Context: an optimization exercise on an open-source flow, tuned for small area. The choices shown serve that exercise and are no tape-out recipe.
In this exercise RTL edits were held to simulation tests only and were not proved equivalent to the original.

$ cat config.mk
export PLATFORM = sky130hd
export DESIGN_NAME = dsce_pixel
export DESIGN_NICKNAME = dsce_pixel
export VERILOG_FILES = /design/flow/design.v
export SDC_FILE = /design/flow/constraint.sdc
export NUM_CORES = 4
export LEC_CHECK = 0
export CAP_MARGIN = 20
export CORE_MARGIN = 2
export CORE_UTILIZATION = 40
export SLEW_MARGIN = 20
$ cat constraint.sdc
create_clock -name core_clock -period 12.0 [get_ports {clk}]
set_input_delay 2.4000 -clock core_clock [delete_from_list [all_inputs] [get_ports {clk}]]
set_output_delay 2.4000 -clock core_clock [all_outputs]
set_load 0.01 [all_outputs]
$ cat run.sh
#!/bin/bash
# synth_recipe.tcl (not shown) runs the flow's synth.tcl, then flattens the netlist and writes it again
# the make line also repeats each setting of config.mk as NAME=value (left out here)
make -C /OpenROAD-flow-scripts/flow DESIGN_CONFIG=/design/flow/config.mk WORK_HOME=/design/flow/orfs CLKGATE_MAP_FILE= SYNTH_SCRIPT=/design/flow/synth_recipe.tcl finish
$ cat design.v
module dsce_fp_add (
    input  wire [31:0] a,
    input  wire [31:0] b,
    output reg  [31:0] y
);
    wire       sa = a[31];
    wire       sb = b[31];
    wire [7:0] ea = a[30:23];
    wire [7:0] eb = b[30:23];
    wire [22:0] fa = a[22:0];
    wire [22:0] fb = b[22:0];
    wire a_nan = (ea == 8'hFF) && (fa != 23'd0);
    wire b_nan = (eb == 8'hFF) && (fb != 23'd0);
    wire a_inf = (ea == 8'hFF) && (fa == 23'd0);
    wire b_inf = (eb == 8'hFF) && (fb == 23'd0);
    wire a_big = {ea, fa} >= {eb, fb};
    wire        s_big = a_big ? sa : sb;
    wire [7:0]  e_big_raw = a_big ? ea : eb;
    wire [7:0]  e_sml_raw = a_big ? eb : ea;
    wire [22:0] f_big = a_big ? fa : fb;
    wire [22:0] f_sml = a_big ? fb : fa;
    wire [7:0]  e_big = (e_big_raw == 8'd0) ? 8'd1 : e_big_raw;
    wire [7:0]  e_sml = (e_sml_raw == 8'd0) ? 8'd1 : e_sml_raw;
    wire [23:0] m_big = {e_big_raw != 8'd0, f_big};
    wire [23:0] m_sml = {e_sml_raw != 8'd0, f_sml};
    wire        sub = sa ^ sb;
    wire [7:0]  diff = e_big - e_sml;
    reg  [26:0] sml_al;
    reg  [26:0] lost_mask;
    always @(*) begin
        lost_mask = 27'd0;
        if (diff >= 8'd27) begin
            sml_al = {26'd0, |m_sml};
        end else begin
            lost_mask = (27'd1 << diff) - 27'd1;
            sml_al = ({m_sml, 3'b000} >> diff);
            sml_al[0] = sml_al[0] | (|({m_sml, 3'b000} & lost_mask));
        end
    end
    wire [27:0] big_x = {1'b0, m_big, 3'b000};
    wire [27:0] sum = sub ? (big_x - {1'b0, sml_al}) : (big_x + {1'b0, sml_al});
    reg [4:0] lz;
    integer i;
    always @(*) begin
        lz = 5'd27;
        for (i = 0; i <= 26; i = i + 1)
            if (sum[i]) lz = 5'd26 - i[4:0];
    end
    reg  [26:0] m_n;
    reg  [8:0]  e_n;
    reg  [4:0]  sh;
    reg  [24:0] m_r;
    reg         rnd_up;
    reg  [8:0]  e_r;
    always @(*) begin
        sh = 5'd0;
        if (sum[27]) begin
            m_n = {sum[27:2], sum[1] | sum[0]};
            e_n = {1'b0, e_big} + 9'd1;
        end else begin
            if ({4'd0, lz} <= ({1'b0, e_big} - 9'd1))
                sh = lz;
            else
                sh = e_big[4:0] - 5'd1;
            m_n = sum[26:0] << sh;
            e_n = m_n[26] ? ({1'b0, e_big} - {4'd0, sh}) : 9'd0;
        end
        rnd_up = m_n[2] & (m_n[1] | m_n[0] | m_n[3]);
        m_r = {1'b0, m_n[26:3]} + {24'd0, rnd_up};
        e_r = e_n;
        if (m_r[24]) begin
            m_r = m_r >> 1;
            e_r = e_n + 9'd1;
        end else if (e_n == 9'd0 && m_r[23]) begin
            e_r = 9'd1;
        end
    end
    always @(*) begin
        if (a_nan || b_nan || (a_inf && b_inf && sub))
            y = 32'h7FC00000;
        else if (a_inf)
            y = a;
        else if (b_inf)
            y = b;
        else if (sum == 28'd0)
            y = {sub ? 1'b0 : sa, 31'd0};
        else if (e_r >= 9'd255)
            y = {s_big, 8'hFF, 23'd0};
        else
            y = {s_big, e_r[7:0], m_r[22:0]};
    end
endmodule
module dsce_fp_mul (
    input  wire [31:0] a,
    input  wire [31:0] b,
    output reg  [31:0] y
);
    wire [7:0]  ea = a[30:23];
    wire [7:0]  eb = b[30:23];
    wire [23:0] ma = {1'b1, a[22:0]};
    wire [23:0] mb = {1'b1, b[22:0]};
    wire        s  = a[31] ^ b[31];
    wire [47:0] p = ma * mb;
    reg  [23:0] m;
    reg         g;
    reg         st;
    reg  [9:0]  e;
    reg  [24:0] m_r;
    always @(*) begin
        if (p[47]) begin
            m  = p[47:24];
            g  = p[23];
            st = |p[22:0];
            e  = {2'b00, ea} + {2'b00, eb} - 10'd126;
        end else begin
            m  = p[46:23];
            g  = p[22];
            st = |p[21:0];
            e  = {2'b00, ea} + {2'b00, eb} - 10'd127;
        end
        m_r = {1'b0, m} + {24'd0, g & (st | m[0])};
        if (m_r[24]) begin
            m_r = m_r >> 1;
            e = e + 10'd1;
        end
        if (ea == 8'd0 || eb == 8'd0)
            y = {s, 31'd0};
        else
            y = {s, e[7:0], m_r[22:0]};
    end
endmodule
module dsce_q8_front (
    input  wire [31:0] v,
    output wire [31:0] q
);
    localparam [31:0] ONE     = 32'h3F800000;
    localparam [31:0] NEG_ONE = 32'hBF800000;
    wire is_nan = (v[30:23] == 8'hFF) && (v[22:0] != 23'd0);
    wire above_one = v[30:0] > ONE[30:0];
    wire [31:0] c = is_nan    ? v :
                    above_one ? (v[31] ? NEG_ONE : ONE) : v;
    wire [31:0] a;
    dsce_fp_add u_add (.a(c), .b(ONE), .y(a));
    assign q = (a[30:23] == 8'd0 || a[30:23] == 8'hFF) ? a : {a[31], a[30:23] - 8'd1, a[22:0]};
endmodule
module dsce_q8_back (
    input  wire [31:0] q,
    output reg  [7:0]  code
);
    localparam [31:0] F255 = 32'h437F0000;
    wire is_nan = (q[30:23] == 8'hFF) && (q[22:0] != 23'd0);
    wire [31:0] s;
    dsce_fp_mul u_mul (.a(q), .b(F255), .y(s));
    wire [7:0]  e = s[30:23] - 8'd127;
    wire [23:0] m = {1'b1, s[22:0]};
    always @(*) begin
        if (is_nan || s[30:23] < 8'd127)
            code = 8'd0;
        else
            code = m >> (5'd23 - e[4:0]);
    end
endmodule
module dsce_pixel (
    input  wire        clk,
    input  wire        rst,
    input  wire        in_valid,
    input  wire [31:0] v0,
    input  wire [31:0] v1,
    input  wire [31:0] v2,
    input  wire [31:0] v3,
    input  wire [3:0]  en,
    input  wire [3:0]  enc,
    input  wire [4:0]  bright,
    input  wire        big,
    output reg         out_valid,
    output reg  [31:0] out_word
);
    reg        s1_valid;
    reg [31:0] s1_v [0:3];
    reg [3:0]  s1_en, s1_enc;
    reg [4:0]  s1_bright;
    reg        s1_big;
    always @(posedge clk) begin
        if (rst) s1_valid <= 1'b0;
        else     s1_valid <= in_valid;
        s1_v[0]   <= v0;
        s1_v[1]   <= v1;
        s1_v[2]   <= v2;
        s1_v[3]   <= v3;
        s1_en     <= en;
        s1_enc    <= enc;
        s1_bright <= bright;
        s1_big    <= big;
    end
    wire [31:0] q [0:3];
    genvar j;
    generate
        for (j = 0; j < 4; j = j + 1) begin : g_front
            dsce_q8_front u_front (.v(s1_v[j]), .q(q[j]));
        end
    endgenerate
    reg        s2_valid;
    reg [31:0] s2_q [0:3];
    reg [3:0]  s2_en, s2_enc;
    reg [4:0]  s2_bright;
    reg        s2_big;
    always @(posedge clk) begin
        if (rst) s2_valid <= 1'b0;
        else     s2_valid <= s1_valid;
        s2_q[0]   <= q[0];
        s2_q[1]   <= q[1];
        s2_q[2]   <= q[2];
        s2_q[3]   <= q[3];
        s2_en     <= s1_en;
        s2_enc    <= s1_enc;
        s2_bright <= s1_bright;
        s2_big    <= s1_big;
    end
    wire [7:0] code [0:3];
    generate
        for (j = 0; j < 4; j = j + 1) begin : g_back
            dsce_q8_back u_back (.q(s2_q[j]), .code(code[j]));
        end
    endgenerate
    wire [31:0] led_base = {3'b111, s2_bright, 24'd0};
    reg [31:0] enc_word [0:3];
    reg [31:0] w;
    integer c;
    always @(*) begin
        enc_word[0] = s2_enc[0] ? (led_base | {24'd0, code[0]})       : {24'd0, code[0]};
        enc_word[1] = s2_enc[1] ? (led_base | {16'd0, code[1], 8'd0}) : {16'd0, code[1], 8'd0};
        enc_word[2] = s2_enc[2] ? (led_base | {8'd0, code[2], 16'd0}) : {8'd0, code[2], 16'd0};
        enc_word[3] = s2_enc[3] ? led_base                            : {code[3], 24'd0};
        w = 32'd0;
        for (c = 0; c < 4; c = c + 1)
            if (s2_en[c]) w = w | enc_word[c];
        w = w | 32'hE0000000;
    end
    always @(posedge clk) begin
        if (rst) out_valid <= 1'b0;
        else     out_valid <= s2_valid;
        out_word <= s2_big ? {w[7:0], w[15:8], w[23:16], w[31:24]} : w;
    end
endmodule
==> results of run 1 <==
## Yosys cell counts (80+ instances only)
| cell type | count |
|---|---|
| or3_1 | 119 |
| a31oi_1 | 116 |
| dfxtp_1 | 315 |
| o21ai_0 | 535 |
| a211oi_1 | 165 |
| xor2_1 | 190 |
| o21a_1 | 89 |
| fa_1 | 440 |
| nor2_1 | 918 |
| nor2b_1 | 83 |
| nand3_1 | 335 |
| mux2_2 | 80 |
| nand4_1 | 124 |
| o31ai_1 | 81 |
| nor4_1 | 112 |
| a21oi_1 | 618 |
| ha_1 | 554 |
| and2_1 | 179 |
| and3_1 | 115 |
| mux2i_1 | 249 |
| inv_1 | 847 |
| or2_2 | 81 |
| xnor2_1 | 329 |
| a21o_1 | 167 |
| o211ai_1 | 158 |
| nand2_1 | 954 |
| nand2b_1 | 121 |
| clkbuf_1 | 341 |
| nor3_1 | 284 |
## critical path, delay by kind of cell, from the launching register on
family | cells | cell delay, ns
DFF | 1 | 0.41
xor gates and xnor gates | 1 | 0.18
and+or+nand+nor | 19 | 4.70
buffers and inverters | 4 | 0.67
muxes | 3 | 0.82
AOI/OAI and AO/OA | 14 | 3.47
adders and majority gates | 3 | 1.00
## per-layer routing
layer,vias up,part of all wire (%)
li1,36860,-
met1,37110,45
met2,3163,45
met3,592,6.9
met4,2,3.8
met5,-,0.0050
## worst max-delay path by stage
stage | from | endpoint | slack [ns] | depth (start not counted)
5_1_grt | s1_v[1][30] | s2_q[1][29] | -0.10 | 47
3_5_place_dp | s1_v[3][30] | s2_q[3][26] | -0.36 | 48
3_3_place_gp | s1_v[3][30] | s2_q[3][30] | -0.30 | 39
6_report | s1_v[3][30] | s2_q[3][30] | 0.63 | 44
4_1_cts | s1_v[3][30] | s2_q[3][30] | 0.002 | 43
2_1_floorplan | s2_q[0][3] | out_word[1] | 0.09 | 49
## through the flow
stage                     cells  util, %
final                     12800    45.10
after CTS                 12780    44.80
after detailed placement  12700    43.86
after global routing      12790    45.10
after floorplan           10100        -
after global placement    12700    43.85
## placed cells by master, fill, tap and decap left out, types with 75 or more instances in the layout
| cell | count |
|---|---|
| and3_1 | 114 |
| a31oi_1 | 110 |
| a21o_1 | 167 |
| ha_1 | 549 |
| nand3_1 | 334 |
| o21a_1 | 89 |
| nand4_1 | 124 |
| nor4_1 | 106 |
| inv_1 | 847 |
| a21oi_1 | 613 |
| mux2i_1 | 246 |
| fa_1 | 438 |
| or3_1 | 118 |
| clkdlybuf4s50_1 | 177 |
| xnor2_1 | 315 |
| and2_1 | 179 |
| o31ai_1 | 75 |
| buf_4 | 417 |
| or2_2 | 81 |
| nor3_1 | 276 |
| dfxtp_1 | 310 |
| a211oi_1 | 161 |
| nor2_1 | 914 |
| nand2b_1 | 121 |
| nor2b_1 | 82 |
| o211ai_1 | 158 |
| o21ai_0 | 525 |
| conb_1 | 76 |
| mux2_2 | 80 |
| nand2_1 | 950 |
| xor2_1 | 183 |
## state kept, by name, summed over array words and instances, names as in the netlist
signal	count
s1_v	128
s2_q	124
s2_enc	4
out_word	32
s2_big	1
s1_valid	1
out_valid	1
s2_bright	5
s1_bright	5
s2_valid	1
s1_big	1
s2_en	4
s1_enc	4
s1_en	4
## repair_timing
action                     4_1_cts  5_1_grt
gates resized for setup          8      102
setup endpoints to repair        6       60
setup buffers                    0       15
pin swaps                        0       11
## cell type report
cell class                 instances  share of cell area [%]
multi-input combinational       8468                   76.61
sequential                       315                   7.645
antenna                            2                0.006061
inverter                         867                   3.946
timing repair buffer             597                   6.010
clock buffer                      50                   1.447
clock inverter                    32                  0.6046
tap                             2464                   3.734
## logic make-up after synthesis
kind of cell,count (synthesis)
fa+ha+maj,995
xor+xnor,524
simple gates,3635
buf+inv,1317
mux,381
flops,315
other cells,2
compound gates,2857
==> summary.txt, run 1 <==
transition time of the tightest slew-check pin=1.109 ns; area occupied by multi-input gates=63260 µm²; clk slew on worst S/H paths=0.05 ns; Die ar.=187600 µm²; Initial Utilization=40.23%; Post-Syn Instances=10.03k; CTS buffer count=45; Post-Layout Inst Area=82570 µm²; Seq cells post-synth=315; Crit Path Class=reg2reg; Clock Tree Buf Depth=3; via count=77.73k; CTS tree=built; Critical R2R Capture=s2_q[3][30]; multiplexer share of the synthesized area=6.182%; HPWL after DPL=214600 µm; largest net degree at the start of global routing=64; first-pass detailed-route iteration total=9; Via density=6.075; Synth area leader=fa_1; M2 GR Usage=43.23%; hold crit path type=reg2reg; setup TNS=0 ns; syn avg cell area=7.346 µm²; Syn-to-layout area delta=12.11%; nets@finish=11.43k; Total GRT Usage=27.02%; DR iter-0 viols=7564; grt met3 use=3.103%; dpl cell area=80290 µm²; H-tree depth=2; worst setup margin=0.6323 ns; vias in the first global route=74.08k; initial antenna violation count=7; top cell type's share of synthesized area=11.96%; maximum capacitance violations=0; M1 GR Usage=37.45%; port bufs=177; Hold Path End=s2_en[1]; crit start category=flip-flop; crit-path max FO=37; Die Y=433.1 µm; launch point of the worst reg-to-reg path=s1_v[3][30]; Worst path max stage delay=0.48 ns; Synth cell types=129; Hold Fails Final Rpt=0; Hold WS=0.3242 ns; Worst Setup End Kind=flip-flop; fill count=18.71k; Post-route DRC=0; adder-cell share of the synthesized area=21.38%; busiest grt layer=met2; Ports=178; asr flop ratio synth=0%; Worst Hold Launch=s1_en[1]; Setup WS pre-CTS=-0.3562 ns; Main synth FF type=dfxtp_1; num rows=157; Synth Area in Simple Gates=24.12%; sequential area share after synthesis=8.562%; slowest library cell on the worst path=mux4_2; layout cells sized above 1=9.197%; CTS hold repair buffers=0; mapped cell area=73650 µm²; f_max=0.08797 GHz; run status=complete, no violations; Final Cycle Share=94.73%; WL/cell=20.51 µm; Yosys Warn Count=10; Synth Area in Compound Gates=26.59%; worst skew pair latency=0.68 ns; xor/xnor share of the synthesized area=6.309%; top cells by area, synth=fa_1 (12%), ha_1 (9.4%), dfxtp_1 (8.6%); FF/Latch Area=6312 µm²; crit path DAT=11.96 ns; main combinational cell family by area after synthesis=compound AO/OA/AOI/OAI gates; Slew Limit Fails=0; first-pass GRT wire length=415500 µm; slew margin rel.=24.13%; worst hold path cell count=0; Final Critical Period=11.37 ns; CP required=12.59 ns; Core ar.=183100 µm²; number of flops mapped to enable cells by yosys=0; Setup Skew=0.02352 ns; CTS Root Cell=clkbuf_16; # clock sinks=315; final antenna-violating net count=0; Final Setup Violations=0; GRT overflow=0; R2R cell count=44; WL final=262400 µm; gp weighted congestion=1.034; die span in x=433.1 µm; register-to-register setup slack=0.63 ns
==> run 2, diff against run 1 <==
==> design.v (replaced) <==
module dsce_q8 (
    input  wire [31:0] v,
    output wire [7:0]  code
);
    wire        s   = v[31];
    wire        pos = ~v[31];
    wire [7:0]  e   = v[30:23];
    wire [23:0] m   = {1'b1, v[22:0]};
    wire nan   = (&e) & (|v[22:0]);
    wire ge1 = e[7] | (&e[6:0]);                        
    wire inrng = (e == 8'd119) | ((e[7:3] == 5'b01111) & ~(&e[2:0]));
    wire [2:0] k = 3'd6 - e[2:0];
    wire [3:0] g = {1'b0, k} + {3'b000, pos};              
    wire [8:0] mg, mg1, oh_g, oh_g1;
    genvar i;
    generate
        for (i = 0; i < 9; i = i + 1) begin : g_mask
            assign mg[i]  = (i < g);
            assign mg1[i] = (i + 1 < g);
            assign oh_g[i]  = (i == g);
            assign oh_g1[i] = (i + 1 == g);
        end
    endgenerate
    wire rbit = |(m[8:0] & oh_g1);         
    wire lbit = |(m[8:0] & oh_g);          
    wire stk  = |(m[8:0] & mg1);           
    wire rb   = rbit & (lbit | stk);
    wire [24:0] c;
    wire [24:0] x;
    assign c[0] = rb;
    generate
        for (i = 0; i < 24; i = i + 1) begin : g_inc
            if (i < 9) begin : g_lo
                wire mo = m[i] | mg[i];
                assign c[i+1] = c[i] & mo;
                assign x[i] = ((mo ^ c[i]) & ~mg[i]) | (pos & (k == i));
            end else begin : g_hi
                assign c[i+1] = c[i] & m[i];
                assign x[i] = m[i] ^ c[i];
            end
        end
    endgenerate
    assign x[24] = c[24];
    wire [33:0] yc;
    wire [32:24] y;
    assign yc[8] = ~(|x[7:0]);
    generate
        for (i = 8; i < 24; i = i + 1) begin : g_cy
            wire a = x[i-8];
            wire b = ~x[i];
            assign yc[i+1] = (a & b) | (yc[i] & (a | b));
        end
        assign y[24]  = x[16] ^ ~x[24] ^ yc[24];
        assign yc[25] = (x[16] & ~x[24]) | (yc[24] & (x[16] | ~x[24]));
        for (i = 25; i < 33; i = i + 1) begin : g_sy
            assign y[i]    = ~(x[i-8] ^ yc[i]);
            assign yc[i+1] = x[i-8] | yc[i];
        end
    endgenerate
    wire [8:0] w = y[32:24] >> k;
    wire [7:0] up = w[8:1] ^ {8{pos}};
    wire [7:0] sum = up + {7'd0, w[0] ^ pos};
    wire [7:0] cd = sum ^ 8'h7F;
    assign code = nan   ? 8'd0 :
                  ge1 ? {8{pos}} :
                  inrng ? cd : 8'h7F;
endmodule
module dsce_pixel (
    input  wire        clk,
    input  wire        rst,
    input  wire        in_valid,
    input  wire [31:0] v0,
    input  wire [31:0] v1,
    input  wire [31:0] v2,
    input  wire [31:0] v3,
    input  wire [3:0]  en,
    input  wire [3:0]  enc,
    input  wire [4:0]  bright,
    input  wire        big,
    output reg         out_valid,
    output wire [31:0] out_word
);
    wire [7:0] q0, q1, q2, q3;
    dsce_q8 u_q0 (.v(v0), .code(q0));
    dsce_q8 u_q1 (.v(v1), .code(q1));
    dsce_q8 u_q2 (.v(v2), .code(q2));
    dsce_q8 u_q3 (.v(v3), .code(q3));
    wire [28:0] w;
    assign w[7:0]   = en[0] ? q0 : 8'd0;
    assign w[15:8]  = en[1] ? q1 : 8'd0;
    assign w[23:16] = en[2] ? q2 : 8'd0;
    assign w[28:24] = ((en[3] & ~enc[3]) ? q3[4:0] : 5'd0) |
                      ((|(en & enc)) ? bright : 5'd0);
    reg [28:0] r_w;
    reg        r_big;
    always @(posedge clk) begin
        if (rst) out_valid <= 1'b0;
        else     out_valid <= in_valid;
        r_w   <= w;
        r_big <= big;
    end
    wire [31:0] fw = {3'b111, r_w};
    assign out_word = r_big ? {fw[7:0], fw[15:8], fw[23:16], fw[31:24]} : fw;
endmodule
==> summary.txt, run 2 <==
first-pass detailed-route iteration total=5 (-4); initial antenna violation count=0 (-7); multiplexer share of the synthesized area=11.42% (+5.2 points); H-tree depth=2 (unchanged); Synth cell types=88 (-32%); Synth Area in Compound Gates=24.83% (-1.8 points); Yosys Warn Count=1 (-9); Die Y=155.1 µm (-64%); Final Setup Violations=2 (+2); Worst path max stage delay=0.49 ns (about the same); most frequent cells in the layout=buf_4 (262), clkdlybuf4s50_1 (161), ha_4 (111); Main synth FF type=dfxtp_1; slowest library cell on the worst path=mux4_2; Final Cycle Share=100.0% (+5.3 points); layout check faults=setup timing; HPWL after DPL=26850 µm (-87%); crit-path max FO=8 (-78%); Slew Limit Fails=0 (unchanged); Core ar.=22500 µm² (-88%); Inserted Diodes=0 (-2); leading cell types by count after synthesis=ha_1 (160), nand2_1 (103), a21oi_1 (93); hold crit path type=in2reg; DR iter-0 viols=531 (-93%); main combinational cell family by area after synthesis=compound AO/OA/AOI/OAI gates; port bufs=177 (unchanged); dpl cells=1864 (-85%); layout cells sized above 1=39.37% (+30 points); via count=10.79k (-86%); Setup WS pre-CTS=-1.063 ns (-0.7064 ns); Worst Setup End Kind=flip-flop; Top Registers=r_w: 29 flops, out_valid: 1 flops, r_big: 1 flops; CTS tree=built; Hold Fails Final Rpt=0 (unchanged); num rows=55 (-65%); CTS hold repair buffers=0 (unchanged); Post-route DRC=0 (unchanged); final antenna-violating net count=0 (unchanged); gp weighted congestion=0.9469 (-8.4%); # clock sinks=31 (-90%); CTS Root Cell=clkbuf_16; Synth area leader=ha_1; Crit Path Class=in2reg; nets@finish=1927 (-83%); crit path DAT=12.16 ns (+0.20 ns); leading cell type in the layout, fill and taps excluded=buf_4; WL/cell=17.18 µm (-16%); top cells by area, synth=ha_1 (22%), dfxtp_1 (6.8%), a21oi_1 (5.1%); crit start category=input pin; Via density=5.668 (-6.7%); largest net degree at the start of global routing=31 (-52%); Syn-to-layout area delta=67.67%; Largest register FFs=29 (-77%); setup TNS=-0.008123 ns (-0.008123 ns); Top reg by flops=r_w; slew margin rel.=32.98% (+8.8 points); CP required=12.16 ns (-0.43 ns); Die ar.=24070 µm² (-87%); vias in the first global route=10.61k (-86%); sequential area share after synthesis=6.792% (-1.8 points); clk slew on worst S/H paths=0.05 ns (about the same); xor/xnor share of the synthesized area=4.409% (-1.9 points); run status=complete, but fails checks; transition time of the tightest slew-check pin=1.003 ns (-0.1062 ns); final std cells w/o fill=1903 (-85%); number of flops mapped to enable cells by yosys=0 (unchanged); Synth Area in Simple Gates=22.70% (-1.4 points); Ports=178 (unchanged); Final Critical Period=12.01 ns (+0.6378 ns); Initial Utilization=40.61% (+0.38 points); maximum capacitance violations=0 (unchanged); Post-Syn Instances=1211 (-88%); f_max=0.08329 GHz (-5.3%); first-pass GRT wire length=51760 µm (-88%); worst setup margin=-0.005546 ns (-0.6378 ns); most used cell, CP=ha_4; asr flop ratio synth=0% (unchanged); Total GRT Usage=25.99% (-1.0 points); top cell type's share of synthesized area=21.91% (+9.9 points); die span in x=155.1 µm (-64%); WL final=32690 µm (-88%); RSZ-0062 raised after global routing=true; most frequent cell after synthesis=ha_1; GRT overflow=0 (unchanged); Clock Tree Buf Depth=2 (-1); Seq cells post-synth=31 (-90%); adder-cell share of the synthesized area=23.89% (+2.5 points); syn avg cell area=7.545 µm² (+2.7%); mapped cell area=9138 µm² (-88%); CTS buffer count=5 (-89%)
-- run 2: changes by cell type after synthesis, sizes merged, moves of 394 or more --
cell,delta
inv,-775
a21oi,-529
o21ai,-496
nand2,-851
nor2,-837
fa,-436
ha,-394
-- run 2: what timing repair did --
action / 4_1_cts / 5_1_grt
gates resized for setup: 111 / 111
setup endpoints to repair: 29 / 26
pin swaps: 70 / 85
buffers inserted: 21 / 14
-- run 2: worst paths after layout --
path	start	endpoint	slack [ns]	cells past startpoint
max	v2[24]	r_w[22]	-0.006	59
min	big	r_big	2.57	1
-- run 2: logic make-up (layout without fill, tap and decap cells) --
family,count (synthesis),in the layout
adders and majority gates,174,174
buffers and inverters,135,542
muxes,80,80
AOI/OAI and AO/OA,340,340
and+or+nand+nor,405,405
xor gates and xnor gates,46,46
DFF,31,31
-- run 2: worst max-delay path: cells and delay by family --
| family | cells | cell delay (ns) |
|---|---|---|
| adders and majority gates | 33 | 5.92 |
| buffers and inverters | 6 | 0.38 |
| xor gates and xnor gates | 2 | 0.33 |
| AOI/OAI and AO/OA | 11 | 1.72 |
| muxes | 4 | 1.15 |
| and+or+nand+nor | 3 | 0.25 |
-- run 2: per-stage QoR --
step | util (%) | hold WS (ns) | instance area, µm²
final | 68.08 | 2.570 | 15320
after global routing | 68.08 | 2.580 | 15320
after detailed placement | 63.40 | 2.872 | 14270
after global placement | 63.40 | 2.856 | 14270
after floorplan | - | 2.428 | 10730
after CTS | 65.62 | 2.574 | 14770
-- run 2: layer usage --
layer,vias to the layer above,GRT usage [%],share of wire [%]
met5,-,0,0
met4,0,8.245,3.2
met3,69,2.786,4.7
met2,324,44.30,48
met1,5032,34.43,45
li1,5362,-,-
-- run 2: final cells by class --
type,instances,area [µm²]
clock inverter,1,5.005
inverter,83,352.8
clock buffer,6,138.9
multi-input combinational,1045,9955
timing repair buffer,452,3892
fill,1821,7182
sequential,31,620.6
tap,285,356.6
==> run 3, diff against run 2 <==
==> design.v (replaced) <==
module dsce_q8 (
    input  wire [31:0] v,
    output wire [7:0]  code
);
    wire        pos = ~v[31];
    wire [7:0]  e   = v[30:23];
    wire [23:0] m   = {1'b1, v[22:0]};
    wire nan   = (&e) & (|v[22:0]);
    wire ge1   = e[7] | (&e[6:0]);                         
    wire inrng = (e == 8'd119) | ((e[7:3] == 5'b01111) & ~(&e[2:0]));
    wire [2:0] k = 3'd6 - e[2:0];                          
    wire [3:0] g = {1'b0, k} + {3'b000, pos};              
    wire [9:0] m_up = {m[8:0], 1'b0};                      
    wire [9:0] sticky;                                     
    assign sticky[0] = 1'b0;
    assign sticky[1] = 1'b0;
    genvar i;
    generate
        for (i = 2; i < 10; i = i + 1) begin : g_st
            assign sticky[i] = sticky[i-1] | m[i-2];
        end
    endgenerate
    wire rbit = m_up[g];
    wire lbit = m[g];
    wire rb   = rbit & (lbit | sticky[g]);
    wire [15:0] m_lo = m[15:0] >> g;
    wire zf = ~(|m_lo[7:0]);
    wire [25:8] c;
    assign c[8] = rb | zf;
    generate
        for (i = 8; i < 24; i = i + 1) begin : g_cy
            wire act = (i - 8 >= g);
            wire gn  = act & m[i-8] & ~m[i];
            wire pr  = ~act | m[i-8] | ~m[i];
            assign c[i+1] = gn | (pr & c[i]);
        end
    endgenerate
    wire kz = (k != 3'd0);
    assign c[25] = (m[16] & kz) | (c[24] & (m[16] | kz));
    wire [32:25] y;
    wire [33:25] cc;
    assign cc[25] = c[25];
    generate
        for (i = 25; i < 33; i = i + 1) begin : g_sum
            wire a = (i < 32) ? m[(i < 32) ? i - 8 : 0] : 1'b0;
            wire b = pos ? (k != i - 24) : (k > i - 24);
            assign y[i]    = a ^ b ^ cc[i];
            assign cc[i+1] = (a & b) | (cc[i] & (a | b));
        end
    endgenerate
    wire        fill = pos & y[32];
    wire [15:0] ys   = {{8{fill}}, y[32:25]};
    wire [15:0] w    = ys >> k;
    wire [7:0] cd = w[7:0] ^ (pos ? 8'h80 : 8'h7F);
    assign code = nan   ? 8'd0 :
                  ge1   ? {8{pos}} :
                  inrng ? cd : 8'h7F;
endmodule
module dsce_pixel (
    input  wire        clk,
    input  wire        rst,
    input  wire        in_valid,
    input  wire [31:0] v0,
    input  wire [31:0] v1,
    input  wire [31:0] v2,
    input  wire [31:0] v3,
    input  wire [3:0]  en,
    input  wire [3:0]  enc,
    input  wire [4:0]  bright,
    input  wire        big,
    output reg         out_valid,
    output wire [31:0] out_word
);
    wire [7:0] q0, q1, q2, q3;
    dsce_q8 u_q0 (.v(v0), .code(q0));
    dsce_q8 u_q1 (.v(v1), .code(q1));
    dsce_q8 u_q2 (.v(v2), .code(q2));
    dsce_q8 u_q3 (.v(v3), .code(q3));
    wire [28:0] w;
    assign w[7:0]   = en[0] ? q0 : 8'd0;
    assign w[15:8]  = en[1] ? q1 : 8'd0;
    assign w[23:16] = en[2] ? q2 : 8'd0;
    assign w[28:24] = ((en[3] & ~enc[3]) ? q3[4:0] : 5'd0) |
                      ((|(en & enc)) ? bright : 5'd0);
    reg [28:0] r_w;
    reg        r_big;
    always @(posedge clk) begin
        if (rst) out_valid <= 1'b0;
        else     out_valid <= in_valid;
        r_w   <= w;
        r_big <= big;
    end
    wire [31:0] fw = {3'b111, r_w};
    assign out_word = r_big ? {fw[7:0], fw[15:8], fw[23:16], fw[31:24]} : fw;
endmodule
==> summary.txt, run 3 <==
run status=complete, no violations; Die ar.=23540 µm² (-2.2%); Final Util=49.71% (-18 points); RSZ-0062 raised after global routing=false; leading cell type in the layout, fill and taps excluded=clkdlybuf4s50_1; most frequent cells in the layout=clkdlybuf4s50_1 (177), nor2_1 (146), a21oi_1 (121); via count=10.06k (-6.8%); CP required=12.20 ns (+0.04 ns); slew margin rel.=29.31% (-3.7 points); crit path DAT=10.82 ns (-1.34 ns); largest net degree at the start of global routing=34 (+9.7%); Post-route DRC=0 (unchanged); clk slew on worst S/H paths=0.05 ns (about the same); Core ar.=21890 µm² (-2.7%); H-tree depth=2 (unchanged); Final Setup Violations=0 (-2); setup TNS=0 ns (+0.008123 ns); Initial Utilization=40.79% (+0.19 points); first-pass detailed-route iteration total=6 (+1); Worst path max stage delay=0.87 ns (+0.38 ns); GRT overflow=0 (unchanged); # clock sinks=31 (unchanged); nets@finish=1584 (-18%); Clock Tree Buf Depth=2 (unchanged); die span in x=153.4 µm (-1.1%); crit-path max FO=23 (+15); num rows=54 (-1.8%); leading cell types by count after synthesis=nor2_1 (146), a21oi_1 (121), nand2_1 (96); sequential area share after synthesis=6.950% (+0.16 points); Hold WS=2.590 ns (+0.01964 ns); Final Cycle Share=88.46% (-12 points); Final Critical Period=10.62 ns (-1.390 ns); post_cts resized=0 (-100%); CTS buffer count=5 (unchanged); Crit Path Class=in2reg; CTS hold repair buffers=0 (unchanged); top cell type's share of synthesized area=6.950% (-15 points); transition time of the tightest slew-check pin=1.060 ns (+0.05712 ns); HPWL after DPL=22590 µm (-16%); most used cell, CP=fa_1; worst hold path cell count=1 (unchanged); Post-Syn Instances=1273 (+5.1%); number of flops mapped to enable cells by yosys=0 (unchanged); Inserted Diodes=0 (unchanged); Synth area leader=dfxtp_1; layout cells sized above 1=7.413% (-32 points); Syn-to-layout area delta=21.86%; worst setup margin=1.384 ns (+1.390 ns); gp weighted congestion=0.9273 (-2.1%); Worst Hold Launch=big; Seq cells post-synth=31 (unchanged); Worst Setup End Kind=flip-flop; Top reg by flops=r_w; Hold Path End=r_big; slowest library cell on the worst path=clkdlybuf4s50_1; mapped cell area=8930 µm² (-2.3%); syn avg cell area=7.015 µm² (-7.0%); CTS Root Cell=clkbuf_16; port bufs=177 (unchanged); Post-CTS Setup Bufs=0 (-100%); first-pass GRT wire length=47280 µm (-8.7%); f_max=0.09420 GHz (+13%); Synth cell types=93 (+5.7%); crit start category=input pin; Yosys Warn Count=1 (unchanged); top cells by area, synth=dfxtp_1 (6.9%), a21oi_1 (6.8%), nor2_1 (6.1%); Via density=6.073 (+7.1%); asr flop ratio synth=0% (unchanged); Slew Limit Fails=0 (unchanged); hold crit path type=in2reg; initial antenna violation count=0 (unchanged); Main synth FF type=dfxtp_1; fill count=2265 (+24%); Largest register FFs=29 (unchanged); Top Registers=r_w: 29 flops, out_valid: 1 flops, r_big: 1 flops; vias in the first global route=9377 (-12%); final antenna-violating net count=0 (unchanged); CTS tree=built; WL/cell=17.53 µm (+2.0%); Total GRT Usage=23.55% (-2.4 points); WL final=29030 µm (-11%); DR iter-0 viols=710 (+34%); most frequent cell after synthesis=nor2_1; Die Y=153.4 µm (-1.1%); Hold Fails Final Rpt=0 (unchanged); Ports=178 (unchanged); maximum capacitance violations=0 (unchanged); Setup WS pre-CTS=1.125 ns (+2.187 ns)
run 3: stage by stage:
stage          std cells  area (µm²)
2_1_floorplan       1273        8930
3_3_place_gp        1648       10710
3_5_place_dp        1648       10710
4_1_cts             1656       10880
5_1_grt             1656       10880
6_report            1656       10880
run 3: cell type report:
type	instances	area, µm²	share of cell area (%)
inverters	86	322.8	2.967
clock inverters	3	43.79	0.4024
repair buffers	186	1839	16.90
clock buffers	5	125.1	1.150
flip-flops and latches	31	620.6	5.703
well taps	280	350.3	3.219
multi-input cells	1065	7580	69.66
run 3: cells by family (layout without fill, tap and decap cells):
logic type               after synthesis  in the layout  synth area share, %
AO/OA/AOI/OAI                        419            419                31.50
XOR/XNOR                              32             32                3.391
adder cells (fa/ha/maj)               68             68                11.43
buffers and inverters                177            280                8.197
flip-flops                            31             31                6.950
multiplexers                         107            107                14.42
AND/OR/NAND/NOR                      439            439                24.11
run 3: worst max path at each step:
stage / startpoint / endpoint / slack, ns
floorplan: v0[23] / r_w[1] / 3.08
CTS: v1[23] / r_w[10] / 1.43
global route: v1[23] / r_w[8] / 0.68
global placement: v1[23] / r_w[8] / 1.32
detailed placement: v1[23] / r_w[8] / 1.12
finish: v1[23] / r_w[10] / 1.38
run 3: critical path: cells and delay by family:
| family | cells | cell delay (ns) |
|---|---|---|
| simple gates | 4 | 0.87 |
| buf+inv | 6 | 1.85 |
| fa+ha+maj | 10 | 3.80 |
| xor+xnor | 1 | 0.13 |
| compound gates | 9 | 1.74 |
run 3: routing by layer:
metal | up-vias | track usage [%] | wire [µm]
met2 | 362 | 36.99 | 12620
met3 | 41 | 2.438 | 1749
met4 | 0 | 5.155 | 481
li1 | 4923 | - | -
met5 | - | 0 | 0
met1 | 4731 | 34.77 | 14180
==> run 4, diff against run 3 <==
==> flow/run.sh (new file) <==
#!/bin/bash
# Layout flow: the standard layout (standard.sh), with two changes made
# through ORFS variables:
#  - synthesis maps with an area-oriented ABC script (flow/abc_area.script)
#    and leaves adders to ABC instead of mapping them to fa/ha cells;
#  - port buffers use the smallest buffer cell.
# Each step's full output goes to a log file in this folder.
set -euo pipefail
here=$(pwd)
rm -rf "$here/scripts_area"
cp -r "$FLOW_HOME/scripts" "$here/scripts_area"
cp "$here/flow/abc_area.script" "$here/scripts_area/abc_area.script"
bash standard.sh SCRIPTS_DIR="$here/scripts_area" ABC_AREA=1 ADDER_MAP_FILE= synth > "$here/synth.log" 2>&1
bash standard.sh "BUFFER_PORTS_ARGS=-buffer_cell sky130_fd_sc_hd__buf_1" finish > "$here/layout.log" 2>&1
==> flow/abc_area.script (new file) <==
strash
dc2
dc2
dch -f
amap
topo
==> standard.sh (new file) <==
#!/bin/bash
# synth_recipe.tcl (not shown) runs the flow's synth.tcl, then flattens the netlist and writes it again
# the make line also repeats each setting of config.mk as NAME=value (left out here)
make -C /OpenROAD-flow-scripts/flow DESIGN_CONFIG=/design/flow/config.mk WORK_HOME=/design/flow/orfs CLKGATE_MAP_FILE= SYNTH_SCRIPT=/design/flow/synth_recipe.tcl "${@:-finish}"
removed: run.sh
==> summary.txt, run 4 <==
port bufs=177 (unchanged); top cell type's share of synthesized area=12.34% (+5.4 points); leading cell type in the layout, fill and taps excluded=nor2_1; Via density=5.896 (-2.9%); Hold WS=2.222 ns (-0.3685 ns); setup TNS=0 ns (unchanged); transition time of the tightest slew-check pin=0.7668 ns (-0.2935 ns); most frequent cells in the layout=nor2_1 (207), buf_1 (177), clkinv_1 (151); crit path DAT=11.05 ns (+0.23 ns); asr flop ratio synth=0% (unchanged); Syn-to-layout area delta=19.44%; final antenna-violating net count=0 (unchanged); die span in x=129.5 µm (-16%); most frequent cell after synthesis=nor2_1; Hold Path End=r_big; dpl cells=1518 (-7.9%); WL/cell=14.99 µm (-15%); Synth cell types=49 (-47%); Crit Path Class=in2reg; initial antenna violation count=0 (unchanged); Synth Area in Compound Gates=48.93% (+17 points); vias in the first global route=7512 (-20%); Worst path max stage delay=0.35 ns (-0.52 ns); sequential area share after synthesis=9.857% (+2.9 points); slowest library cell on the worst path=or3_1; crit start category=input pin; nets@finish=1459 (-7.9%); hold crit path type=in2reg; Clock Tree Buf Depth=2 (unchanged); Ports=178 (unchanged); first-pass detailed-route iteration total=6 (unchanged); maximum capacitance violations=0 (unchanged); num rows=45 (-17%); multiplexer share of the synthesized area=0% (-14 points); Synth Area in Simple Gates=32.07% (+8.0 points); GRT overflow=0 (unchanged); Final Cycle Share=90.38% (+1.9 points); delay-heaviest family, CP=compound AO/OA/AOI/OAI gates; main combinational cell family by area after synthesis=compound AO/OA/AOI/OAI gates; Post-route DRC=0 (unchanged); # clock sinks=31 (unchanged); Total GRT Usage=26.14% (+2.6 points); number of flops mapped to enable cells by yosys=0 (unchanged); Top Registers=r_w: 29 flops, out_valid: 1 flops, r_big: 1 flops; adder-cell share of the synthesized area=0% (-11 points); WP depth=55 (+83%); Final Setup Violations=0 (unchanged); CTS Root Cell=clkbuf_16; CTS tree=built; Hold Fails Final Rpt=0 (unchanged); gp weighted congestion=0.9536 (+2.8%); Synth area leader=nor2_1; H-tree depth=2 (unchanged); DR iter-0 viols=932 (+31%); slew margin rel.=48.56% (+19 points); Slew Limit Fails=0 (unchanged); mapped cell area=6296 µm² (-29%); leading cell types by count after synthesis=nor2_1 (207), clkinv_1 (151), o21ai_0 (126); top cells by area, synth=nor2_1 (12%), o21ai_0 (10%), dfxtp_1 (9.9%); syn avg cell area=5.672 µm² (-19%); Post-CTS Setup Bufs=0 (unchanged); first-pass GRT wire length=36540 µm (-23%); Inserted Diodes=0 (unchanged); WL final=22870 µm (-21%); crit-path max FO=12 (-48%); Post-Syn Instances=1110 (-13%); Final Critical Period=10.85 ns (+0.2301 ns); CP required=12.20 ns (about the same); xor/xnor share of the synthesized area=0.1391% (-3.3 points); Yosys Warn Count=1 (unchanged); Core ar.=15310 µm² (-30%); RSZ-0062 raised after global routing=false; Largest register FFs=29 (unchanged); largest net degree at the start of global routing=31 (-8.8%); post_cts resized=0 (unchanged); Die ar.=16760 µm² (-29%); Setup crit start=v0[23]; worst hold path cell count=1 (unchanged); via count=8997 (-11%); Die Y=129.5 µm (-16%); HPWL after DPL=18660 µm (-17%); Main synth FF type=dfxtp_1; Worst Hold Launch=big; CTS hold repair buffers=0 (unchanged); most used cell, CP=o21ai_0; Seq cells post-synth=31 (unchanged); f_max=0.09220 GHz (-2.1%); Buf+Inv Stages, Crit Path=5 (-1); CTS buffer count=5 (unchanged); clk slew on worst S/H paths=0.05 ns (about the same); Initial Utilization=41.11% (+0.32 points); Worst Setup End Kind=flip-flop; layout cells sized above 1=2.129% (-5.3 points); Top reg by flops=r_w; final std cells w/o fill=1526 (-7.9%); run status=complete, no violations
run 4: cell types whose count changed after synthesis, sizes merged, moves of 28 or more:
cell / before / now
clkbuf: 52 / 0
inv: 80 / 0
o22ai: 10 / 71
o21ai: 73 / 126
mux2i: 48 / 0
mux2: 47 / 0
a21oi: 123 / 75
clkinv: 6 / 151
ha: 40 / 0
a211oi: 35 / 7
buf: 39 / 0
nor2: 146 / 207
run 4: logic make-up (layout without fill, tap and decap cells):
group                     count (synthesis)  after routing
AOI/OAI and AO/OA                       475            475
xor gates and xnor gates                  1              1
buffers and inverters                   151            356
DFF                                      31             31
and+or+nand+nor                         452            452
run 4: layout make-up:
class                      instances  area (µm²)
multi-input combinational        928        5109
inverter                         151       566.8
sequential                        31       620.6
timing repair buffer             197       814.5
fill                            1688        7795
tap                              211       264.0
clock inverter                     3       20.02
clock buffer                       5       125.1
run 4: worst max path at each step:
stage	slack, ns	end
2_1_floorplan	2.02	r_w[27]
3_3_place_gp	1.13	r_w[5]
3_5_place_dp	1.16	r_w[13]
4_1_cts	1.43	r_w[5]
5_1_grt	0.06	r_w[5]
6_report	1.15	r_w[5]
run 4: per-stage QoR:
| stage | utilization [%] | worst slack (ns) | cell area [µm²] |
|---|---|---|---|
| final | 49.10 | 1.154 | 7520 |
| after global placement | 48.15 | 1.130 | 7375 |
| after CTS | 49.10 | 1.432 | 7520 |
| after detailed placement | 48.15 | 1.159 | 7375 |
| after floorplan | - | 2.020 | 6296 |
| after global routing | 49.10 | 0.05595 | 7520 |
run 4: per-layer routing:
metal  global-route usage [%]  vias up  wire (µm)  part of all wire (%)
met5                        0        -          0                     0
met4                    3.352        0        152                  0.66
met3                    3.303       20       2049                   9.0
met2                    41.08      456       9847                    43
met1                    39.09     3910      10820                    47
li1                         -     4611          -                     -
==> run 5, diff against run 4 <==
==> design.v (replaced) <==
module dsce_q8 (
    input  wire [31:0] v,
    input  wire        zero,       
    output wire [7:0]  code
);
    wire        pos = ~v[31];
    wire [7:0]  e   = v[30:23];
    wire [23:0] m   = {1'b1, v[22:0]};
    wire nan   = (&e) & (|v[22:0]);
    wire ge1   = e[7] | (&e[6:0]);                         
    wire inrng = (e == 8'd119) | ((e[7:3] == 5'b01111) & ~(&e[2:0]));
    wire [2:0] k = 3'd6 - e[2:0];                          
    wire [3:0] g = {1'b0, k} + {3'b000, pos};              
    genvar i;
    wire [8:0] t;
    wire [8:0] h;
    wire [7:0] st;                                         
    assign st[0] = m[0];
    assign h[0] = 1'b0;
    generate
        for (i = 0; i < 9; i = i + 1) begin : g_t
            assign t[i] = (g <= i);
        end
        for (i = 1; i < 8; i = i + 1) begin : g_st
            assign st[i] = st[i-1] | m[i];
        end
        assign h[1] = m[0] & m[1];
        for (i = 2; i < 9; i = i + 1) begin : g_h
            assign h[i] = m[i-1] & (m[i] | st[i-2]);
        end
    endgenerate
    wire rb = h[g];
    wire zf = ~(|(m[7:0] & t[7:0])) & ~(|(m[15:8] & ~t[7:0]));
    wire [25:8] c;
    assign c[8] = rb | zf;
    generate
        for (i = 8; i < 24; i = i + 1) begin : g_cy
            wire act = (i < 17) ? t[(i < 17) ? i - 8 : 0] : 1'b1;
            wire gn  = act & m[i-8] & ~m[i];
            wire pr  = ~act | m[i-8] | ~m[i];
            assign c[i+1] = gn | (pr & c[i]);
        end
    endgenerate
    wire kz = (k != 3'd0);
    assign c[25] = (m[16] & kz) | (c[24] & (m[16] | kz));
    wire [32:25] y;
    wire [33:25] cc;
    assign cc[25] = c[25];
    generate
        for (i = 25; i < 33; i = i + 1) begin : g_sum
            wire a = (i < 32) ? m[(i < 32) ? i - 8 : 0] : 1'b0;
            wire b = pos ? (k != i - 24) : (k > i - 24);
            assign y[i]    = a ^ (b ^ ~pos) ^ cc[i];
            assign cc[i+1] = (a & b) | (cc[i] & (a | b));
        end
    endgenerate
    wire        fill = ~pos | y[32];
    wire [15:0] ys   = {{8{fill}}, y[32:25]};
    wire [15:0] w    = ys >> k;
    wire [7:0]  cd   = {~w[7], w[6:0]};
    assign code = (nan | zero) ? 8'd0 :
                  ge1   ? {8{pos}} :
                  inrng ? cd : 8'h7F;
endmodule
module dsce_pixel (
    input  wire        clk,
    input  wire        rst,
    input  wire        in_valid,
    input  wire [31:0] v0,
    input  wire [31:0] v1,
    input  wire [31:0] v2,
    input  wire [31:0] v3,
    input  wire [3:0]  en,
    input  wire [3:0]  enc,
    input  wire [4:0]  bright,
    input  wire        big,
    output reg         out_valid,
    output wire [31:0] out_word
);
    wire [7:0] q0, q1, q2, q3;
    dsce_q8 u_q0 (.v(v0), .zero(~en[0]), .code(q0));
    dsce_q8 u_q1 (.v(v1), .zero(~en[1]), .code(q1));
    dsce_q8 u_q2 (.v(v2), .zero(~en[2]), .code(q2));
    dsce_q8 u_q3 (.v(v3), .zero(~en[3] | enc[3]), .code(q3));
    wire [28:0] w;
    assign w[7:0]   = q0;
    assign w[15:8]  = q1;
    assign w[23:16] = q2;
    assign w[28:24] = q3[4:0] |
                      ((|(en & enc)) ? bright : 5'd0);
    wire [31:0] fw = {3'b111, w};
    reg [31:0] r_o;
    always @(posedge clk) begin
        if (rst) out_valid <= 1'b0;
        else     out_valid <= in_valid;
        r_o <= big ? {fw[7:0], fw[15:8], fw[23:16], fw[31:24]} : fw;
    end
    assign out_word = r_o;
endmodule
==> flow/abc_area.script (replaced) <==
strash
drw
drf
dc2
dch -f
amap
topo
==> summary.txt, run 5 <==
leading cell type in the layout, fill and taps excluded=nor2_1; multiplexer share of the synthesized area=0% (unchanged); first-pass detailed-route iteration total=8 (+2); RSZ-0062 raised after global routing=false; CTS Root Cell=clkbuf_16; top cells by area, synth=nor2_1 (16%), dfxtp_1 (12%), clkinv_1 (9.5%); # clock sinks=33 (+6.5%); die span in x=123.6 µm (-4.6%); final antenna-violating net count=0 (unchanged); Slew Limit Fails=0 (unchanged); HPWL after DPL=17200 µm (-7.8%); nets@finish=1369 (-6.2%); gp weighted congestion=0.9525 (-0.12%); Post-Syn Instances=1031 (-7.1%); via count=8188 (-9.0%); crit path DAT=10.97 ns (-0.08 ns); busiest grt layer=met2; sequential area share after synthesis=11.56% (+1.7 points); CTS hold repair buffers=0 (unchanged); Total GRT Usage=25.85% (-0.28 points); dpl cell area=6674 µm² (-9.5%); layout cells sized above 1=1.878% (-0.25 points); first-pass GRT wire length=32420 µm (-11%); Post-route DRC=0 (unchanged); f_max=0.09266 GHz (+0.50%); Die Y=123.6 µm (-4.6%); CTS buffer count=5 (unchanged); Yosys Warn Count=1 (unchanged); adder-cell share of the synthesized area=0% (unchanged); fill count=1579 (-6.5%); FF/Latch Area=660.6 µm² (+6.5%); transition time of the tightest slew-check pin=0.8412 ns (+0.07434 ns); Top reg by flops=r_o; number of flops mapped to enable cells by yosys=0 (unchanged); vias in the first global route=6876 (-8.5%); largest net degree at the start of global routing=31 (unchanged); run status=complete, no violations; Synth area leader=nor2_1; Final Setup Violations=0 (unchanged); grt met3 use=3.321% (+0.018 points); CTS tree=built; GRT overflow=0 (unchanged); num rows=43 (-4.4%); Final Critical Period=10.79 ns (-0.05352 ns); asr flop ratio synth=0% (unchanged); initial antenna violation count=0 (unchanged); WL/cell=14.56 µm (-2.8%); Inserted Diodes=0 (unchanged); hold crit path type=in2reg; Core ar.=13930 µm² (-9.0%); Ports=178 (unchanged); WL final=20460 µm (-11%); Initial Utilization=41.03% (-0.086 points); Top Registers=r_o: 32 flops, out_valid: 1 flops; Largest register FFs=32 (+10%); Synth Area in Compound Gates=47.19% (-1.7 points); Main synth FF type=dfxtp_1; M2 GR Usage=41.90% (+0.81 points); CP required=12.18 ns (-0.02 ns); setup TNS=0 ns (unchanged); M1 GR Usage=36.44% (-2.6 points); xor/xnor share of the synthesized area=0% (-0.14 points); Die ar.=15260 µm² (-8.9%); most frequent cell after synthesis=nor2_1; Crit Path Class=in2reg; most used cell, CP=nor2_1; Synth cell types=41 (-16%); Setup crit start=v2[23]; DR iter-0 viols=744 (-20%); Synth Area in Simple Gates=31.80% (-0.27 points); Syn-to-layout area delta=20.05%; crit-path max FO=11 (-1); area occupied by multi-input gates=4527 µm² (-11%); most frequent cells in the layout=nor2_1 (243), buf_1 (176), clkinv_1 (142); mapped cell area=5717 µm² (-9.2%); Hold WS=2.270 ns (+0.04839 ns); leading cell types by count after synthesis=nor2_1 (246), clkinv_1 (144), a21oi_1 (97); port bufs=177 (unchanged); slowest library cell on the worst path=o21ai_0; Via density=5.828 (-1.2%); Worst Setup End Kind=flip-flop; syn avg cell area=5.545 µm² (-2.2%); H-tree depth=2 (unchanged); slew margin rel.=43.33% (-5.2 points); Clock Tree Buf Depth=2 (unchanged); Hold Fails Final Rpt=0 (unchanged); crit start category=input pin; maximum capacitance violations=0 (unchanged); Post-Layout Inst Area=6863 µm² (-8.7%); main combinational cell family by area after synthesis=compound AO/OA/AOI/OAI gates; crit path to=r_o[18]; Worst path max stage delay=0.41 ns (+0.06 ns); Seq cells post-synth=33 (+6.5%); Final Cycle Share=89.94% (-0.45 points); top cell type's share of synthesized area=16.15% (+3.8 points); clk slew on worst S/H paths=0.05 ns (about the same)
==> run 5: cells by family after synthesis <==
| kind of cell | count (synthesis) |
|---|---|
| AOI/OAI and AO/OA | 421 |
| buffers and inverters | 144 |
| DFF | 33 |
| and+or+nand+nor | 433 |
==> run 5: per-stage QoR <==
| stage | utilization (%) | setup slack, ns | std cells |
|---|---|---|---|
| floorplan | - | 2.190 | 1031 |
| global placement | 47.89 | 0.7066 | 1397 |
| detailed placement | 47.89 | 0.4985 | 1397 |
| CTS | 49.13 | 0.7450 | 1405 |
| global route | 49.25 | 0.01854 | 1405 |
| finish | 49.25 | 1.208 | 1405 |
==> run 5: cell type report <==
| cell class | instances | area share, % |
|---|---|---|
| clock inverters | 1 | 0.4376 |
| clock buffers | 7 | 2.078 |
| flip-flops and latches | 33 | 9.626 |
| repair buffers | 186 | 10.68 |
| well taps | 180 | 3.282 |
| multi-input cells | 854 | 65.96 |
| inverters | 144 | 7.931 |
==> run 5: critical path, delay by kind of cell <==
family / cells / cell delay (ns)
AO/OA/AOI/OAI: 36 / 6.13
buffers and inverters: 4 / 0.88
AND/OR/NAND/NOR: 13 / 1.54
==> run 5: what timing repair did <==
| item | in CTS | in global routing |
|---|---|---|
| endpoints found under the setup margin | 0 | 16 |
| resized for setup | 0 | 8 |
| buffers inserted | 0 | 0 |
==> run 5: how the worst min path moves through the flow <==
stage	startpoint	slack [ns]	to	depth (start not counted)
5_1_grt	rst	2.29	out_valid	2
6_report	rst	2.27	out_valid	2
3_3_place_gp	rst	2.55	out_valid	2
4_1_cts	rst	2.26	out_valid	2
2_1_floorplan	rst	2.47	out_valid	1
3_5_place_dp	rst	2.56	out_valid	2
==> run 5: layer usage <==
layer | routed length (µm) | vias up
met5 | 0 | -
met3 | 1606 | 33
met4 | 326 | 0
li1 | - | 4226
met1 | 9377 | 3551
met2 | 9147 | 378
==> run 6, diff against run 5 <==
--- a/config.mk
+++ b/config.mk
@@ -9,3 +9,4 @@
 export CORE_MARGIN = 2
 export CORE_UTILIZATION = 40
+export GPL_TIMING_DRIVEN = 0
 export SLEW_MARGIN = 20
==> summary.txt, run 6 <==
# clock sinks=33 (unchanged); Worst Setup End Kind=flip-flop; Via density=5.867 (+0.68%); Initial Utilization=41.03% (unchanged); vias in the first global route=6890 (+0.20%); CTS Root Cell=clkbuf_16; CTS tree=built; Post-route DRC=0 (unchanged); initial antenna violation count=0 (unchanged); Clock Tree Buf Depth=2 (unchanged); HPWL after DPL=16900 µm (-1.7%); slew margin rel.=42.80% (-0.53 points); Inserted Diodes=0 (unchanged); Syn-to-layout area delta=19.39%; CTS hold repair buffers=0 (unchanged); CP required=12.19 ns (about the same); Top Registers=r_o: 32 flops, out_valid: 1 flops; die span in x=123.6 µm (unchanged); dpl cell area=6608 µm² (-0.99%); CTS buffer count=5 (unchanged); maximum capacitance violations=0 (unchanged); Ports=178 (unchanged); top cell type's share of synthesized area=16.15% (unchanged); WL final=20480 µm (+0.12%); Yosys Warn Count=1 (unchanged); Main synth FF type=dfxtp_1; H-tree depth=2 (unchanged); via count=8191 (+0.037%); num rows=43 (unchanged); syn avg cell area=5.545 µm² (unchanged); slowest library cell on the worst path=clkinv_1; RSZ-0062 raised after global routing=false; Final Critical Period=11.01 ns (+0.2199 ns); leading cell types by count after synthesis=nor2_1 (246), clkinv_1 (144), a21oi_1 (97); Top Layer Used=met4; f_max=0.09081 GHz (-2.0%); Slew Limit Fails=0 (unchanged); run status=complete, no violations; DR WL met3=1467 µm (-8.7%); Post-Layout Inst Area=6825 µm² (-0.55%); Synth area leader=nor2_1; number of flops mapped to enable cells by yosys=0 (unchanged); met2 WL post-DR=9151 µm (about the same); crit-path max FO=14 (+3); sequential area share after synthesis=11.56% (unchanged); crit path DAT=11.20 ns (+0.23 ns); Core ar.=13930 µm² (unchanged); Die Y=123.6 µm (unchanged); asr flop ratio synth=0% (unchanged); layout cells sized above 1=1.891% (+0.014 points); transition time of the tightest slew-check pin=0.8490 ns (+0.007850 ns); Seq cells post-synth=33 (unchanged); nets@finish=1360 (-0.66%); Top reg by flops=r_o; delay-heaviest family, CP=compound AO/OA/AOI/OAI gates; gp weighted congestion=0.9394 (-1.4%); Synth cell types=41 (unchanged); leading cell type in the layout, fill and taps excluded=nor2_1; Total GRT Usage=25.83% (about the same); mapped cell area=5717 µm² (unchanged); first-pass GRT wire length=32350 µm (-0.23%); largest net degree at the start of global routing=31 (unchanged); WP depth=56 (+5.7%); most frequent cell after synthesis=nor2_1; DR iter-0 viols=721 (-3.1%); Post-Syn Instances=1031 (unchanged); Largest register FFs=32 (unchanged); first-pass detailed-route iteration total=5 (-3); Final Setup Violations=0 (unchanged); worst hold path cell count=2 (unchanged); crit start category=input pin; Die ar.=15260 µm² (unchanged); Crit Path Class=in2reg; Worst path max stage delay=0.43 ns (+0.02 ns); Hold Fails Final Rpt=0 (unchanged); hold crit path type=in2reg; setup TNS=0 ns (unchanged); port bufs=177 (unchanged); clk slew on worst S/H paths=0.06 ns (about the same); final antenna-violating net count=0 (unchanged); top cells by area, synth=nor2_1 (16%), dfxtp_1 (12%), clkinv_1 (9.5%); Final Cycle Share=91.77% (+1.8 points); WL/cell=14.67 µm (+0.77%); GRT overflow=0 (unchanged); most used cell, CP=nor2_1; M1 WL=9583 µm (+2.2%); most frequent cells in the layout=nor2_1 (242), buf_1 (174), clkinv_1 (137); Buf+Inv Stages, Crit Path=4 (unchanged)
-- run 6: changes by cell type in the layout (fill, tap and decap cells not counted), sizes merged --
cell      change
inv           +2
clkbuf        +1
clkinvlp      +3
buf          -10
clkinv        -5
-- run 6: worst paths after layout --
path    from        end  slack, ns
max   v0[23]     r_o[2]       0.99
min      rst  out_valid       2.25
-- run 6: area by class of cell --
type                    count  area (µm²)
clock inverters             1       30.03
repair buffers            177       668.1
clock buffers               7       142.6
well taps                 180       225.2
multi-input cells         854        4543
inverters                 144       555.5
fillers                  1572        7109
flip-flops and latches     33       660.6
-- run 6: logic make-up (layout without fill, tap and decap cells) --
group / count (synthesis) / in the layout / share of synthesized area [%]
AOI/OAI and AO/OA: 421 / 421 / 47.19
buffers and inverters: 144 / 329 / 9.455
DFF: 33 / 33 / 11.56
and+or+nand+nor: 433 / 433 / 31.80
-- run 6: timing repair --
item / CTS / global route
resized for setup: 0 / 22
setup endpoints to repair: 0 / 26
buffers inserted: 0 / 0
-- run 6: stage by stage --
stage	hold WS, ns	setup WS, ns	util, %	cells
6_report	2.253	0.9877	48.98	1396
5_1_grt	2.252	0.01898	48.98	1396
4_1_cts	2.246	0.3368	48.66	1396
3_5_place_dp	2.558	0.04292	47.42	1388
3_3_place_gp	2.554	0.09834	47.41	1388
2_1_floorplan	2.472	2.190	-	1031
-- run 6: routing by layer --
layer / vias up / track usage, %
li1: 4221 / -
met1: 3582 / 36.20
met2: 361 / 41.96
met3: 27 / 3.137
met4: 0 / 6.321
met5: - / 0
==> run 7, diff against run 6 <==
--- a/design.v
+++ b/design.v
@@ -30,5 +30,6 @@
         end
     endgenerate
-    wire rb = h[g];
+    wire [8:0] oh = t & ~{t[7:0], 1'b0};                    
+    wire rb = |(oh & h);
     wire zf = ~(|(m[7:0] & t[7:0])) & ~(|(m[15:8] & ~t[7:0]));
     wire [25:8] c;
==> flow/run.sh (replaced) <==
#!/bin/bash
# Layout flow: the standard layout (standard.sh), with these changes made
# through ORFS variables:
#  - synthesis maps with an area-oriented ABC script (flow/abc_area.script)
#    and leaves adders to ABC instead of mapping them to fa/ha cells;
#  - port buffers use the smallest buffer cell;
#  - clock tree synthesis uses small clock buffers and no dummy loads.
# Each step's full output goes to a log file in this folder.
set -euo pipefail
here=$(pwd)
rm -rf "$here/scripts_area"
cp -r "$FLOW_HOME/scripts" "$here/scripts_area"
cp "$here/flow/abc_area.script" "$here/scripts_area/abc_area.script"
bash standard.sh SCRIPTS_DIR="$here/scripts_area" ABC_AREA=1 ADDER_MAP_FILE= synth > "$here/synth.log" 2>&1
bash standard.sh \
    "BUFFER_PORTS_ARGS=-buffer_cell sky130_fd_sc_hd__buf_1" \
    "CTS_ARGS=-sink_clustering_enable -repair_clock_nets -dont_use_dummy_load -buf_list ${CTS_BUF:-sky130_fd_sc_hd__clkbuf_4}" \
    finish > "$here/layout.log" 2>&1
==> summary.txt, run 7 <==
crit path DAT=11.18 ns (-0.02 ns); Die ar.=15050 µm² (-1.4%); CTS buffer count=5 (unchanged); leading cell types by count after synthesis=nor2_1 (249), clkinv_1 (145), nand2_1 (98); asr flop ratio synth=0% (unchanged); Slew Limit Fails=0 (unchanged); nets@finish=1355 (-0.37%); DR iter-0 viols=771 (+6.9%); Final Critical Period=10.97 ns (-0.03812 ns); vias in the first global route=6455 (-6.3%); H-tree depth=2 (unchanged); Core ar.=13830 µm² (-0.77%); Largest register FFs=32 (unchanged); layout cells sized above 1=1.821% (-0.070 points); slowest library cell on the worst path=or4_1; mapped cell area=5633 µm² (-1.5%); Top Registers=r_o: 32 flops, out_valid: 1 flops; Worst path max stage delay=0.55 ns (+0.12 ns); fill count=1509 (-4.0%); Post-Syn Instances=1026 (-0.48%); Hold Fails Final Rpt=0 (unchanged); # clock sinks=33 (unchanged); hold crit path type=in2reg; sequential area share after synthesis=11.73% (+0.17 points); Post-CTS Setup Bufs=0 (unchanged); initial antenna violation count=0 (unchanged); run status=complete, no violations; crit start category=input pin; CTS hold repair buffers=0 (unchanged); num rows=43 (unchanged); worst hold path cell count=2 (unchanged); Crit Path Class=in2reg; Ports=178 (unchanged); slew margin rel.=46.77% (+4.0 points); WL final=19740 µm (-3.6%); largest net degree at the start of global routing=31 (unchanged); Via density=5.798 (-1.2%); Synth area leader=nor2_1; via count=8048 (-1.7%); WL/cell=14.22 µm (-3.1%); leading cell type in the layout, fill and taps excluded=nor2_1; syn avg cell area=5.490 µm² (-0.99%); Inserted Diodes=0 (unchanged); number of flops mapped to enable cells by yosys=0 (unchanged); Final Setup Violations=0 (unchanged); Clock Tree Buf Depth=2 (unchanged); transition time of the tightest slew-check pin=0.7901 ns (-0.05892 ns); f_max=0.09112 GHz (+0.35%); CTS tree=built; Hold Path End=out_valid; crit-path max FO=14 (unchanged); Seq cells post-synth=33 (unchanged); CP required=12.20 ns (about the same); clk slew on worst S/H paths=0.11 ns (+0.05 ns); Main synth FF type=dfxtp_1; first-pass detailed-route iteration total=5 (unchanged); top cell type's share of synthesized area=16.59% (+0.44 points); Yosys Warn Count=1 (unchanged); Top reg by flops=r_o; Syn-to-layout area delta=17.21%; gp weighted congestion=0.9562 (+1.8%); Initial Utilization=40.74% (-0.29 points); Synth cell types=42 (+2.4%)
-- run 7: worst max-delay path by stage --
stage | from | to | cells past startpoint
after floorplan | v2[23] | r_o[23] | 54
after global placement | v2[23] | r_o[23] | 55
after detailed placement | v2[23] | r_o[23] | 55
after CTS | v2[23] | r_o[23] | 55
after global routing | v2[23] | r_o[23] | 57
final | v1[23] | r_o[23] | 52
-- run 7: worst max-delay path, delay by kind of cell --
kind	cells	cell delay (ns)
AOI/OAI and AO/OA	34	6.20
and+or+nand+nor	13	1.63
buffers and inverters	5	0.96
-- run 7: repair_timing --
action | in CTS | in global routing
hold endpoints to repair | 0 | 0
endpoints found under the setup margin | 0 | 32
resized for setup | 0 | 19
-- run 7: cell type report --
class	instances	area [µm²]	share of cell area [%]
inverters	145	559.3	8.471
multi-input cells	848	4448	67.37
repair buffers	177	671.9	10.18
flip-flops and latches	33	660.6	10.01
clock buffers	5	37.54	0.5685
well taps	180	225.2	3.411
-- run 7: layer usage --
metal  vias up  share of wire [%]  routed length [µm]  global-route usage [%]
met2       339                 43                8461                   38.19
li1       4172                  -                   -                       -
met4         0               0.86                 169                   2.874
met1      3521                 48                9560                   38.24
met5         -                  0                   0                       0
met3        16                7.8                1544                   2.509
-- run 7: cell families after synthesis --
family                    synth area share, %
and+or+nand+nor                         32.12
AOI/OAI and AO/OA                       46.18
buffers and inverters                   9.662
DFF                                     11.73
xor gates and xnor gates               0.3110
-- run 7: per-stage QoR --
stage | TNS (ns) | cell area, µm² | cells | setup slack, ns
after floorplan | 0 | 5633 | 1026 | 2.211
after global placement | -0.3841 | 6523 | 1383 | -0.1713
after detailed placement | -0.2835 | 6523 | 1383 | -0.1492
after CTS | 0 | 6560 | 1388 | 0.1710
after global routing | 0 | 6603 | 1388 | 0.07723
final | 0 | 6603 | 1388 | 1.026

[static timing again, ports no longer ideal]
No port has a modelled driver above. Below, the same layouts with a new extraction and two added sets of constraints.
Step 1, drivers: a clkbuf_16 drives clk and a buf_2 each remaining input, both assumed.
Step 2 adds t to the input delays and takes it off the output delays; t is the mean of the earliest and latest rising clock arrival at the registers after step 1. Input paths then give back, and output paths get back, about the clock's delay inside the block.
Slacks: no drivers / after step 1 / after step 2; pairs: no drivers / after step 1.
| run | t, ns | slack for setup (ns) | hold slack, ns | latest minus earliest clock arrival (ns) | slew at the worst register clock pin (ns) |
|---|---|---|---|---|---|
| run 1 | 0.760 | 0.632 / 0.632 / 0.632 | 0.324 / 0.324 / 0.324 | 0.031 / 0.031 | 0.07 / 0.07 |
| run 2 | 0.317 | -0.006 / -0.029 / -0.345 | 2.570 / 2.560 / 2.876 | 0.005 / 0.005 | 0.05 / 0.05 |
| run 3 | 0.307 | 1.384 / 1.362 / 1.055 | 2.590 / 2.585 / 2.892 | 0.004 / 0.004 | 0.05 / 0.05 |
| run 4 | 0.314 | 1.154 / 1.158 / 0.844 | 2.222 / 2.208 / 2.522 | 0.002 / 0.003 | 0.05 / 0.05 |
| run 5 | 0.307 | 1.208 / 1.207 / 0.899 | 2.270 / 2.257 / 2.565 | 0.003 / 0.003 | 0.05 / 0.05 |
| run 6 | 0.322 | 0.988 / 0.991 / 0.669 | 2.253 / 2.238 / 2.560 | 0.008 / 0.008 | 0.06 / 0.06 |
| run 7 | 0.344 | 1.026 / 1.024 / 0.680 | 2.197 / 2.197 / 2.541 | 0.038 / 0.038 | 0.12 / 0.12 |
For run 7, which loses most, drivers alone change the setup slack by -0.002 ns; drivers and shift together by -0.346 ns.
